This is an optimization exercise on Yosys and OpenROAD, whose aim is small area, not a production implementation. In this exercise RTL edits were held to simulation tests only and were not proved equivalent to the original.

==> flow/design.v, too long to show whole: its modules and the start of the top module <==
// module tflf: 1291 lines
// module tflf_ao22: 7 lines
// module tflf_aoi222: 8 lines
// module tflf_sel60: 18 lines
// module tflf_fa: 7 lines
// module tflf_dec64: 15 lines
// module tflf_twmask: 18 lines
// module tflf_xwdec: 21 lines
// module tflf_nor2: 3 lines
// module tflf_a21o: 3 lines
// module tflf_nand2: 3 lines
module tflf (
    input  wire          clk,
    input  wire          rst,
    input  wire          cancel,
    input  wire          op_valid,
    output wire          op_ready,
    input  wire [2:0]    op_sel,
    input  wire [7:0]    op_cmd,
    input  wire [7:0]    op_plen,
    input  wire [479:0]  op_params,    
    input  wire [15:0]   op_freq,
    input  wire          rx_valid,
    output wire          rx_ready,
    input  wire [7:0]    rx_data,
    input  wire          rx_timeout,
    output wire          tx_valid,
    input  wire          tx_ready,
    output wire [7:0]    tx_data,
    input  wire          tx_fail,
    output reg           res_valid,
    output reg  [2:0]    res_kind,
    output reg  [48:0]   res_payload,
    output wire          busy,
    output wire          dead,
    output reg  [3:0]    fsm,
    output wire [7:0]    cnt,
    output wire [7:0]    len,
    output reg  [7:0]    acc,
    output reg  [2:0]    op,
    output wire [7:0]    req_id,
    output wire [7:0]    tx_len,
    output wire [7:0]    tx_idx,
    output reg  [15:0]   dist_cm,
    output reg  [15:0]   strength,
    output reg  [15:0]   temp_raw,
    output reg           csum_ok,
    output reg           tlm_valid,
    output wire [16:0]   temp_q3,
    output wire [7:0]    resp_id,
    output wire [7:0]    resp_len,
    output reg           resp_valid,
    output reg  [7:0]    ver_patch,
    output reg  [7:0]    ver_minor,
    output reg  [7:0]    ver_major,
    output reg           ver_valid,
    output reg  [2:0]    err,
    output reg           err_corr,
    input  wire [7:0]    x_addr,
    output wire [7:0]    x_data,
    input  wire [7:0]    t_addr,
    output wire [7:0]    t_data
);
  // ...
==> flow/flow/run.sh <==
#!/bin/bash
# The standard layout (the standard.sh, unchanged synthesis), with the
# port buffers that global placement inserts made from the smallest buffer
# cell, sky130_fd_sc_hd__buf_1, instead of the resizer's default choice.
set -euo pipefail
export BUFFER_PORTS_ARGS="-buffer_cell sky130_fd_sc_hd__buf_1"
bash standard.sh > standard.log 2>&1
==> flow/standard.sh <==
#!/bin/bash
# synth_recipe.tcl (not shown) runs the flow's synth.tcl, then flattens the netlist and writes it again
# the make line also repeats each setting of config.mk as NAME=value (left out here)
make -C /OpenROAD-flow-scripts/flow DESIGN_CONFIG=/design/flow/config.mk WORK_HOME=/design/flow/orfs CLKGATE_MAP_FILE= SYNTH_SCRIPT=/design/flow/synth_recipe.tcl "${@:-finish}"
==> flow/config.mk <==
export PLATFORM = sky130hd
export DESIGN_NAME = tflf
export DESIGN_NICKNAME = tflf
export VERILOG_FILES = /design/flow/design.v
export SDC_FILE = /design/flow/constraint.sdc
export NUM_CORES = 4
export LEC_CHECK = 0
export CAP_MARGIN = 20
export CORE_MARGIN = 2
export CORE_UTILIZATION = 55
export CTS_BUF_LIST = sky130_fd_sc_hd__clkbuf_16
export CTS_CLUSTER_DIAMETER = 100
export CTS_CLUSTER_SIZE = 25
export PLACE_DENSITY = 0.65
export SLEW_MARGIN = 20
export SYNTH_HIERARCHICAL = 1
export SYNTH_MINIMUM_KEEP_SIZE = 0
==> flow/constraint.sdc <==
create_clock -name core_clock -period 25.0 [get_ports {clk}]
set_input_delay 5.0000 -clock core_clock [delete_from_list [all_inputs] [get_ports {clk}]]
set_output_delay 5.0000 -clock core_clock [all_outputs]
set_load 0.01 [all_outputs]
==> summary.txt, run 1 <==
Non-Filler Instances: 6,377
# clk buffers: 51
outcome: finished clean
cell count after synthesis: 4,376
gr usage total: 43.22%
Post-CTS Setup Inserts: 0
Antenna Nets Post-Route: 0
half-perimeter wire length after placement: 164.7 mm
Final nets: 6,098
Biggest Area Class: multi-input combinational cells
root buf cell: clkbuf_16
Via-to-Cell Ratio: 7.044
Avg Cell Area, Syn: 11.56 sq um
Period minus WS final: 20,200 ps
WS Path Type: reg2out
DRC: 0
GR peak layer: met1
start point of the critical path: tp[24]
final setup violation count: 0
post-route cell area: 56,360 sq um
CP Launch Type: register
ant diodes: 21
vias post-DR: 44,921
Hold WC Path Type: reg2reg
Multi-input gate area: 27,860 sq um
multi-input gate share of the layout cell area: 49.44%
CORE AREA: 91,390 sq um
Seq/total area: 39.18%
==> run 2, diff against run 1 <==
--- a/flow/design.v
+++ b/flow/design.v
@@ -1040,37 +1040,57 @@
     tflf_sel60 u_xsel (.oh(x_oh[62:3]), .d(xs), .y(x_pay));
     assign x_data = x_pay | ({8{x_oh[0]}} & CMD_HDR) |
                             ({8{x_oh[1]}} & {1'b0, len_r}) |
                             ({8{x_oh[2]}} & {6'd0, rid_r}) |
                             ({8{x_oh[63]}} & acc);
     wire       r_known   = (xid_r != 2'd0);
     wire       r_csum_ok = (acc == rx_data);
     wire       rx_known  = (rx_data == 8'h01) || (rx_data == 8'h02) || (rx_data == 8'h03);
+    wire tlm_ld = ev_rx && (fsm == S_TREAD) && (cnt_r == 7'd8);
+    wire ver_ld = ev_rx && (fsm == S_RCSUM) && r_known && r_csum_ok &&
+                  (op == OP_GETVER) && (xid_r == rq_r) && (len_r >= 7'd7);
+    wire tlm_keep = ~tlm_ld & ~rst;
+    wire ver_keep = ~ver_ld & ~rst;
+    wire [47:0] tlm_new = {xs[8*4 +: 8], xs[8*3 +: 8], xs[8*2 +: 8],
+                           xs[8*1 +: 8], xs[8*0 +: 8], xs[8*59 +: 8]};
+    wire [47:0] tlm_q   = {temp_raw, strength, dist_cm};
+    wire [47:0] tlm_d;
+    wire [23:0] ver_new = xs[23:0];
+    wire [23:0] ver_q   = {ver_major, ver_minor, ver_patch};
+    wire [23:0] ver_d;
+    generate
+        for (gb = 0; gb < 48; gb = gb + 1) begin : g_tlm
+            tflf_ao22 u_d (.a0(tlm_ld), .b0(tlm_new[gb]),
+                           .a1(tlm_keep), .b1(tlm_q[gb]), .y(tlm_d[gb]));
+        end
+        for (gb = 0; gb < 24; gb = gb + 1) begin : g_ver
+            tflf_ao22 u_d (.a0(ver_ld), .b0(ver_new[gb]),
+                           .a1(ver_keep), .b1(ver_q[gb]), .y(ver_d[gb]));
+        end
+    endgenerate
+    always @(posedge clk) begin
+        {temp_raw, strength, dist_cm}   <= tlm_d;
+        {ver_major, ver_minor, ver_patch} <= ver_d;
+    end
     always @(posedge clk) begin
         if (rst) begin
             fsm        <= S_IDLE;
             op         <= 3'd0;
             rq_r       <= 2'd0;
             cnt_r      <= 7'd0;
             len_r      <= 7'd0;
             acc        <= 8'd0;
             txl_r      <= 7'd0;
             txi_r      <= 7'd0;
-            dist_cm    <= 16'd0;
-            strength   <= 16'd0;
-            temp_raw   <= 16'd0;
             csum_ok    <= 1'b0;
             tlm_valid  <= 1'b0;
             rid_r      <= 2'd0;
             rlen_r     <= 6'd0;
             resp_valid <= 1'b0;
-            ver_patch  <= 8'd0;
-            ver_minor  <= 8'd0;
-            ver_major  <= 8'd0;
             ver_valid  <= 1'b0;
             err        <= 3'd0;
             err_corr   <= 1'b0;
             res_valid  <= 1'b0;
             res_kind   <= 3'd0;
         end else begin
             res_valid <= 1'b0;
             if (ev_cancel) begin
@@ -1176,19 +1196,16 @@
                             res_valid   <= 1'b1;
                             res_kind    <= R_TLM_HDR_INVALID;
                             cnt_r       <= 7'd0;
                             fsm         <= S_TSEEK0;
                         end
                     end
                     S_TREAD: begin
                         if (cnt_r == 7'd8) begin
-                            dist_cm     <= {xs[8*0 +: 8], xs[8*59 +: 8]};
-                            strength    <= {xs[8*2 +: 8], xs[8*1 +: 8]};
-                            temp_raw    <= {xs[8*4 +: 8], xs[8*3 +: 8]};
                             csum_ok     <= r_csum_ok;
                             tlm_valid   <= 1'b1;
                             res_valid   <= 1'b1;
                             res_kind    <= R_TLM_FRAME;
                             cnt_r       <= 7'd0;
                             fsm         <= S_TSEEK0;
                         end else begin
                             acc   <= acc + rx_data;
@@ -1270,19 +1287,16 @@
                             rlen_r     <= len_r[5:0] - 6'd4;
                             resp_valid <= 1'b1;
                             res_valid  <= 1'b1;
                             if (op == OP_RECV) begin
                                 res_kind    <= R_RECV_DONE;
                             end else if (op == OP_SETFREQ) begin
                                 res_kind    <= R_FREQ_DONE;
                             end else begin
-                                ver_patch   <= xs[8*0 +: 8];
-                                ver_minor   <= xs[8*1 +: 8];
-                                ver_major   <= xs[8*2 +: 8];
                                 ver_valid   <= 1'b1;
                                 res_kind    <= R_VER_DONE;
                             end
                         end
                     end
                     default: ;
                 endcase
             end
--- a/flow/config.mk
+++ b/flow/config.mk
@@ -5,13 +5,13 @@
 export SDC_FILE = /design/flow/constraint.sdc
 export NUM_CORES = 4
 export LEC_CHECK = 0
 export CAP_MARGIN = 20
 export CORE_MARGIN = 2
 export CORE_UTILIZATION = 55
 export CTS_BUF_LIST = sky130_fd_sc_hd__clkbuf_16
 export CTS_CLUSTER_DIAMETER = 100
-export CTS_CLUSTER_SIZE = 25
+export CTS_CLUSTER_SIZE = 28
 export PLACE_DENSITY = 0.65
 export SLEW_MARGIN = 20
 export SYNTH_HIERARCHICAL = 1
 export SYNTH_MINIMUM_KEEP_SIZE = 0
==> run 2 against run 1 <==
Still clean on timing, DRC and antenna. Area after synthesis down 0.58%. Final area down 0.70%. Critical path type unchanged. Critical endpoint unchanged. Largest cell class unchanged.
==> summary.txt, run 2 <==
largest net degree at the start of global routing: 106 (was 98)
Critical Path End Type: output port (unchanged)
total gr overflow: 0 (unchanged)
met1 Usage GRT: 52.87% (was 62.38%)
hold path depth: 1 (unchanged)
Antenna Nets Post-Route: 0 (unchanged)
setup slack, reg-to-reg: 20,060 ps (was 20,050 ps)
Largest stage delay, worst path: 630 ps (was 660 ps)
WP buf/inv: 1 (unchanged)
worst-path maximum fanout: 3 (unchanged)
CTS sink cnt: 1,101 (unchanged)
reg2reg start: fsm[1] (unchanged)
CORE AREA: 90,290 sq um (was 91,390 sq um)
TNS Setup: 0 ps (unchanged)
Avg WL per Cell: 33.46 um (was 33.29 um)
CP max stage cell: fa_1 (unchanged)
vias in the first global route: 40,850 (was 40,830)
WS Path Type: reg2out (unchanged)
gr usage total: 42.48% (was 43.22%)
Hold WC Path Type: reg2reg (unchanged)
Detailed Route Iter0 Violations: 7,100 (was 7,593)
CTS tree: built (unchanged)
final setup violation count: 0 (unchanged)
Slew Limit Headroom: 12.50% (was 17.83%)
Ports: 797 (unchanged)
critical path's top delay family: adder cells (unchanged)
Least-Margin Pin Slew: 1312 ps (was 1229 ps)
Fin. Hold Viols: 0 (unchanged)
cell count after synthesis: 4,202 (was 4,376)
count of hold-fix buffers inserted at cts: 0 (unchanged)
CP Launch Type: register (unchanged)
vias post-DR: 43,590 (was 44,921)
Slew Viols, Final: 0 (unchanged)
Die X: 306.3 um (was 307.2 um)
Period minus WS final: 20,260 ps (was 20,200 ps)
initial antenna violation count: 6 (was 27)
fmax: 49.37 MHz (was 49.49 MHz)
Synth Cell Area: 50,270 sq um (was 50,570 sq um)
root buf cell: clkbuf_16 (unchanged)
DRC: 0 (unchanged)
crit path to: tx_data[7] (unchanged)
Clk pin slew, worst setup/hold paths: 110 ps (was 100 ps)
biggest regs: tp x480, xs x480 (unchanged)
Die Y: 306.3 um (was 307.2 um)
clock buffer depth: 3 (unchanged)
clk_skew: 34.86 ps (was 28.58 ps)
half-perimeter wire length after placement: 159.1 mm (was 164.7 mm)
RSZ-0062 raised after global routing: false (unchanged)
number of H-tree levels: 2 (unchanged)
Worst path most repeated cell: fa_1 (unchanged)
RD Place Congestion: 1.058 (was 1.039)
WP data required: 20,000 ps (about the same)
period utilization: 81.03% (was 80.82%)
Post-CTS Setup Inserts: 0 (unchanged)
Num CTS Buffers: 47 (was 51)
fraction of layout cells with a size suffix above 1: 3.232% (was 3.308%)
CP Data Arrival Time: 15,260 ps (was 15,200 ps)
Via-to-Cell Ratio: 7.041 (was 7.044)
worst r2r dst: tp[302] (was tp[97])
port bufs: 774 (unchanged)
Worst-Skew Late Latency: 680 ps (was 700 ps)
GR peak layer: met2 (was met1)
Initial Util: 55.68% (was 55.34%)
first-pass GRT wire length: 289.8 mm (was 295.3 mm)
met2 Use GR: 67.55% (was 59.65%)
Die ar.: 93,840 sq um (was 94,380 sq um)
most common cell after layout, fill and taps aside: dfxtp_1 (unchanged)
reg2reg path depth: 7 (was 10)
Final nets: 5,938 (was 6,098)
Total Wirelength: 207.2 mm (was 212.3 mm)
Critical Path Stages: 38 (unchanged)
most frequent cells in the layout: dfxtp_1 (1,097), a22o_1 (1,057), buf_1 (765) (was dfxtp_1 (1,097), a22o_1 (982), buf_1 (765))
Layout Area Growth over Synthesis: 11.33% (was 11.46%)
Yosys warnings: 7 (unchanged)
start point of the critical path: tp[24] (unchanged)
Max-Cap Viols: 0 (unchanged)
DRT Pass-1 Iters: 9 (unchanged)
outcome: finished clean (unchanged)
# resized after CTS: 0 (unchanged)
fin worst setup slack: 4743 ps (was 4795 ps)
row cnt: 110 (was 111)
grt met3 use: 6.442% (was 13.98%)
Avg Cell Area, Syn: 11.96 sq um (was 11.56 sq um)
pre-CTS WS: 5539 ps (was 5537 ps)
==> run 2: worst min-delay path by stage <==
stage               startpoint       to
global route            xs[44]   xs[44]
finish                 xs[297]  xs[297]
detailed placement     xs[398]  xs[398]
floorplan              xs[100]  xs[100]
CTS                    xs[129]  xs[129]
global placement       xs[174]  xs[174]
==> run 2: cell type report <==
type	count	area [sq um]
clock inverter	13	157.7
inverter	35	131.4
sequential	1101	22080
clock buffer	48	1201
tap	1176	1471
multi-input combinational	3003	27700
fill	7625	34320
timing repair buffer	812	3222
antenna	3	7.507
==> run 2: per-stage QoR <==
| step | util, % | std cells | area [sq um] | hold slack (ps) |
|---|---|---|---|---|
| after detailed placement | 60.45 | 6126 | 54570 | 452.9 |
| after global placement | 60.45 | 6126 | 54570 | 450.9 |
| after CTS | 61.95 | 6187 | 55930 | 483.1 |
| final | 61.99 | 6191 | 55970 | 481.6 |
| after global routing | 61.98 | 6188 | 55960 | 490.6 |
| after floorplan | - | 4228 | 50370 | 438.3 |
==> run 2: worst register-to-register path: stages, from the launching register on <==
cell and delay [ps]:
dfxtp_1 890, nor2_1 320, and4_1 370, nand4_1 280
nand2b_4 790, buf_4 960, buf_4 990, a22o_1 280
==> run 2: layer usage <==
| layer | vias to the layer above | wire length (um) |
|---|---|---|
| li1 | 18399 | - |
| met1 | 21514 | 74580 |
| met2 | 2990 | 94570 |
| met3 | 679 | 19460 |
| met4 | 8 | 18500 |
| met5 | - | 46 |
==> run 3, diff against run 2 <==
--- a/flow/config.mk
+++ b/flow/config.mk
@@ -10,7 +10,8 @@
 export CORE_UTILIZATION = 55
 export CTS_BUF_LIST = sky130_fd_sc_hd__clkbuf_16
 export CTS_CLUSTER_DIAMETER = 100
-export CTS_CLUSTER_SIZE = 28
+export CTS_CLUSTER_SIZE = 25
+export GPL_ROUTABILITY_DRIVEN = 0
 export PLACE_DENSITY = 0.65
 export SLEW_MARGIN = 20
 export SYNTH_HIERARCHICAL = 1
==> run 3 against run 2 <==
Die area unchanged. Via count is 0.38% higher. Sequential cell count stayed put. Non-clock buffer count increased by 2. Clock-buffer cell count increased by 3. Synthesized cell count is the same. Maximum frequency increased by 0.17%. Critical endpoint unchanged. Setup slack better by 34 ps. Area after synthesis is the same.
==> summary.txt, run 3 <==
outcome: finished clean (unchanged)
clk_skew: 29.63 ps (was 34.86 ps)
most common cell after layout, fill and taps aside: dfxtp_1 (unchanged)
port bufs: 774 (unchanged)
clock buffer depth: 3 (unchanged)
row cnt: 110 (unchanged)
initial antenna violation count: 5 (was 6)
half-perimeter wire length after placement: 157.7 mm (was 159.1 mm)
Worst path most repeated cell: fa_1 (unchanged)
RSZ-0062 raised after global routing: false (unchanged)
DP Area: 54,590 sq um (was 54,570 sq um)
Die Y: 306.3 um (unchanged)
Period minus WS final: 20,220 ps (was 20,260 ps)
Total Wirelength: 206.6 mm (was 207.2 mm)
Avg WL per Cell: 33.33 um (was 33.46 um)
CP max stage cell: fa_1 (unchanged)
WP data required: 20,000 ps (about the same)
fmax: 49.45 MHz (was 49.37 MHz)
Least-Margin Pin Slew: 1322 ps (was 1312 ps)
fillers: 7,617 (was 7,625)
cell count after synthesis: 4,202 (unchanged)
Num CTS Buffers: 51 (was 47)
vias in the first global route: 41,344 (was 40,850)
placed insts: 6,128 (was 6,126)
Avg Cell Area, Syn: 11.96 sq um (unchanged)
Critical Path End Type: output port (unchanged)
TNS Setup: 0 ps (unchanged)
DRT Pass-1 Iters: 13 (was 9)
vias post-DR: 43,754 (was 43,590)
gr usage total: 42.46% (was 42.48%)
setup slack, reg-to-reg: 20,460 ps (was 20,060 ps)
CORE AREA: 90,290 sq um (unchanged)
CP Data Arrival Time: 15,220 ps (was 15,260 ps)
worst-path maximum fanout: 3 (unchanged)
Initial Util: 55.68% (unchanged)
most frequent cells in the layout: dfxtp_1 (1,097), a22o_1 (1,057), buf_1 (765) (unchanged)
Synth Cell Area: 50,270 sq um (unchanged)
hold wc startpoint: xs[176] (was xs[297])
CTS tree: built (unchanged)
pre-CTS WS: 5509 ps (was 5539 ps)
fin worst setup slack: 4777 ps (was 4743 ps)
# resized after CTS: 0 (unchanged)
root buf cell: clkbuf_16 (unchanged)
reg2reg path depth: 10 (was 7)
number of H-tree levels: 2 (unchanged)
Ports: 797 (unchanged)
Yosys warnings: 7 (unchanged)
Detailed Route Iter0 Violations: 7,291 (was 7,100)
worst r2r dst: tp[247] (was tp[302])
post-route cell area: 56,030 sq um (was 55,970 sq um)
largest net degree at the start of global routing: 106 (unchanged)
Max-Cap Viols: 0 (unchanged)
total gr overflow: 0 (unchanged)
Via-to-Cell Ratio: 7.059 (was 7.041)
Die ar.: 93,840 sq um (unchanged)
Clk pin slew, worst setup/hold paths: 100 ps (was 110 ps)
Worst Hold End: xs[176] (was xs[297])
Worst-Skew Late Latency: 710 ps (was 680 ps)
CTS sink cnt: 1,101 (unchanged)
first-pass GRT wire length: 290.1 mm (was 289.8 mm)
biggest regs: tp x480, xs x480 (unchanged)
DRC: 0 (unchanged)
final setup violation count: 0 (unchanged)
hold path depth: 1 (unchanged)
final core occ: 62.06% (was 61.99%)
Non-Filler Instances: 6,198 (was 6,191)
count of hold-fix buffers inserted at cts: 0 (unchanged)
Slew Limit Headroom: 11.88% (was 12.50%)
Final nets: 5,944 (was 5,938)
period utilization: 80.89% (was 81.03%)
Slew Viols, Final: 0 (unchanged)
Antenna Nets Post-Route: 0 (unchanged)
Multi-input gate area: 27,690 sq um (was 27,700 sq um)
CP Launch Type: register (unchanged)
Largest stage delay, worst path: 590 ps (was 630 ps)
FF+latch area: 22,080 sq um (unchanged)
fraction of layout cells with a size suffix above 1: 3.330% (was 3.232%)
Die X: 306.3 um (unchanged)
Post-CTS Setup Inserts: 0 (unchanged)
Hold WC Path Type: reg2reg (unchanged)
reg2reg start: fsm[1] (unchanged)
Layout Area Growth over Synthesis: 11.46% (was 11.33%)
WS Path Type: reg2out (unchanged)
Fin. Hold Viols: 0 (unchanged)
run 3: how the worst max path moves through the flow:
| stage | startpoint | endpoint | slack (ps) | cells after the start |
|---|---|---|---|---|
| floorplan | tp[24] | tx_data[7] | 6190 | 38 |
| global placement | tp[24] | tx_data[7] | 5610 | 38 |
| detailed placement | tp[24] | tx_data[7] | 5510 | 38 |
| CTS | tp[24] | tx_data[7] | 4750 | 38 |
| global route | tp[24] | tx_data[7] | 4350 | 38 |
| finish | tp[56] | tx_data[7] | 4780 | 38 |
run 3: worst max-delay path, delay by kind of cell (launching register included):
kind | cells | cell delay [ps]
DFF | 1 | 410
AOI/OAI and AO/OA | 1 | 240
buffers and inverters | 1 | 180
adders and majority gates | 29 | 12590
xor gates and xnor gates | 7 | 1120
run 3: per-layer routing:
layer	global-route usage (%)	part of all wire, %	up-vias
met3	7.783	9.9	705
met4	33.14	9.5	2
met1	52.37	36	21609
met2	65.97	45	3015
li1	-	-	18423
met5	0	0.0048	-
run 3: layout make-up:
class / instances / share of cell area (%)
Clock buffer: 51 / 2.278
Clock inverter: 11 / 0.2211
Timing Repair Buffer: 814 / 5.783
Antenna cell: 7 / 0.03126
Inverter: 35 / 0.2345
Sequential cell: 1101 / 39.41
Tap cell: 1176 / 2.626
Multi-Input combinational cell: 3003 / 49.42
run 3: through the flow:
| stage | hold WS (ps) |
|---|---|
| after CTS | 478.6 |
| after detailed placement | 451.9 |
| after floorplan | 438.3 |
| after global placement | 450.4 |
| final | 478.7 |
| after global routing | 490.6 |
==> run 4, diff against run 3 <==
--- a/flow/config.mk
+++ b/flow/config.mk
@@ -11,7 +11,6 @@
 export CTS_BUF_LIST = sky130_fd_sc_hd__clkbuf_16
 export CTS_CLUSTER_DIAMETER = 100
 export CTS_CLUSTER_SIZE = 25
-export GPL_ROUTABILITY_DRIVEN = 0
 export PLACE_DENSITY = 0.65
 export SLEW_MARGIN = 20
 export SYNTH_HIERARCHICAL = 1
==> run 4 against run 3 <==
Synthesized cell count did not move. Still clean. Global-route usage rose by 0.13 points. Routed wire length rose by 0.48%.
==> summary.txt, run 4 <==
Fin. Hold Viols: 0 (unchanged)
total gr overflow: 0 (unchanged)
Slew Limit Headroom: 10.72% (was 11.88%)
Die ar.: 93,840 sq um (unchanged)
first-pass GRT wire length: 290.5 mm (was 290.1 mm)
count of hold-fix buffers inserted at cts: 0 (unchanged)
Die X: 306.3 um (unchanged)
most frequent cells in the layout: dfxtp_1 (1,097), a22o_1 (1,057), buf_1 (765) (unchanged)
WS Path Type: reg2out (unchanged)
hold wc startpoint: xs[469] (was xs[176])
vias in the first global route: 41,063 (was 41,344)
pre-CTS WS: 5539 ps (was 5509 ps)
clock buffer depth: 3 (unchanged)
WP buf/inv: 1 (unchanged)
# resized after CTS: 0 (unchanged)
outcome: finished clean (unchanged)
Clk pin slew, worst setup/hold paths: 90 ps (was 100 ps)
CP Data Arrival Time: 15,300 ps (was 15,220 ps)
Yosys warnings: 7 (unchanged)
clk_skew: 29.78 ps (was 29.63 ps)
initial antenna violation count: 8 (was 5)
Final nets: 5,943 (was 5,944)
TNS Setup: 0 ps (unchanged)
Via-to-Cell Ratio: 7.049 (was 7.059)
FF+latch area: 22,080 sq um (unchanged)
fillers: 7,629 (was 7,617)
most common cell after layout, fill and taps aside: dfxtp_1 (unchanged)
WP data required: 20,000 ps (about the same)
Largest stage delay, worst path: 590 ps (about the same)
half-perimeter wire length after placement: 159.1 mm (was 157.7 mm)
biggest regs: tp x480, xs x480 (unchanged)
Antenna Nets Post-Route: 0 (unchanged)
number of H-tree levels: 2 (unchanged)
Total Wirelength: 207.6 mm (was 206.6 mm)
Layout Area Growth over Synthesis: 11.51% (was 11.46%)
Ports: 797 (unchanged)
Multi-input gate area: 27,700 sq um (was 27,690 sq um)
Initial Util: 55.68% (unchanged)
CTS sink cnt: 1,101 (unchanged)
worst r2r dst: tp[459] (was tp[247])
reg2reg path depth: 7 (was 10)
Max-Cap Viols: 0 (unchanged)
Synth Cell Area: 50,270 sq um (unchanged)
CP max stage cell: fa_1 (unchanged)
CTS tree: built (unchanged)
period utilization: 81.20% (was 80.89%)
Post-CTS Setup Inserts: 0 (unchanged)
Die Y: 306.3 um (unchanged)
RD Place Congestion: 1.058
setup slack, reg-to-reg: 20,060 ps (was 20,460 ps)
Worst-Skew Late Latency: 700 ps (was 710 ps)
fin worst setup slack: 4700 ps (was 4777 ps)
Least-Margin Pin Slew: 1339 ps (was 1322 ps)
gr usage total: 42.58% (was 42.46%)
critical path's top delay family: adder cells (unchanged)
hold path depth: 1 (unchanged)
row cnt: 110 (unchanged)
root buf cell: clkbuf_16 (unchanged)
Critical Path End Type: output port (unchanged)
DRC: 0 (unchanged)
fraction of layout cells with a size suffix above 1: 3.331% (was 3.330%)
CORE AREA: 90,290 sq um (unchanged)
CP Launch Type: register (unchanged)
fmax: 49.26 MHz (was 49.45 MHz)
Slew Viols, Final: 0 (unchanged)
port bufs: 774 (unchanged)
reg2reg start: fsm[1] (unchanged)
Worst path most repeated cell: fa_1 (unchanged)
Hold WC Path Type: reg2reg (unchanged)
Num CTS Buffers: 52 (was 51)
Detailed Route Iter0 Violations: 7,423 (was 7,291)
RSZ-0062 raised after global routing: false (unchanged)
Avg Cell Area, Syn: 11.96 sq um (unchanged)
Avg WL per Cell: 33.51 um (was 33.33 um)
vias post-DR: 43,661 (was 43,754)
final setup violation count: 0 (unchanged)
worst-path maximum fanout: 3 (unchanged)
Period minus WS final: 20,300 ps (was 20,220 ps)
DRT Pass-1 Iters: 10 (was 13)
largest net degree at the start of global routing: 106 (unchanged)
final core occ: 62.09% (was 62.06%)
Worst Hold End: xs[469] (was xs[176])
cell count after synthesis: 4,202 (unchanged)
[run 4: how the worst max path moves through the flow]
stage / startpoint / endpoint / slack, ps / depth (start not counted)
floorplan: tp[24] / tx_data[7] / 6190 / 38
global placement: tp[24] / tx_data[7] / 5580 / 38
detailed placement: tp[24] / tx_data[7] / 5540 / 38
CTS: tp[24] / tx_data[7] / 4730 / 38
global route: tp[32] / tx_data[7] / 4230 / 38
finish: tp[56] / tx_data[7] / 4700 / 38
[run 4: per-layer routing]
metal,vias up,share of wire [%],global-route usage (%)
met1,21561,36,52.69
met2,2972,46,68.04
met3,716,9.4,6.760
met4,6,8.9,30.49
li1,18406,-,-
met5,-,0.018,0
[run 4: worst reg2reg max path, cell delays in order, from the launching register on]
cell      delay, ps
dfxtp_1         900
nor2_1          320
and4_1          370
nand4_1         280
nand2b_4        790
buf_4           960
buf_4           980
a22o_1          280
[run 4: stage by stage]
stage	cells	cell area [sq um]	hold WS, ps
after floorplan	4228	50370	438.3
after global placement	6126	54570	450.9
after detailed placement	6126	54570	452.9
after CTS	6189	56020	481.0
after global routing	6190	56050	488.0
final	6194	56060	477.5
[run 4: area by class of cell]
type / count / area share (%)
repair buffers: 812 / 5.747
flip-flops and latches: 1101 / 39.39
clock buffers: 52 / 2.321
well taps: 1176 / 2.625
diodes: 4 / 0.01786
multi-input cells: 3003 / 49.41
inverters: 35 / 0.2344
clock inverters: 11 / 0.2589

[separate check: timing with driven ports]
The results above use ideal ports. As a check the final layouts listed here were re-extracted and re-timed, cells and wires unchanged. Step 1: set_driving_cell puts a clkbuf_16 on clk and a buf_2 on each other input, an assumption about the parent block. Step 2, shift: input delay + t, output delay - t, t = (earliest + latest rising clock arrival at the registers) / 2. This alone moves slack from input paths to output paths. Three values: ideal ports, drivers, drivers and shift; two values: the first two.
| run | shift t [ns] | setup slack, ns | slew at the worst register clock pin (ns) |
|---|---|---|---|
| run 1 | 0.756 | 4.795 / 4.719 / 5.475 | 0.11 / 0.11 |
| run 2 | 0.754 | 4.743 / 4.660 / 5.414 | 0.12 / 0.12 |
| run 3 | 0.771 | 4.777 / 4.700 / 5.471 | 0.11 / 0.11 |
| run 4 | 0.762 | 4.700 / 4.624 / 5.385 | 0.11 / 0.11 |
After both steps every run listed still meets setup and hold.
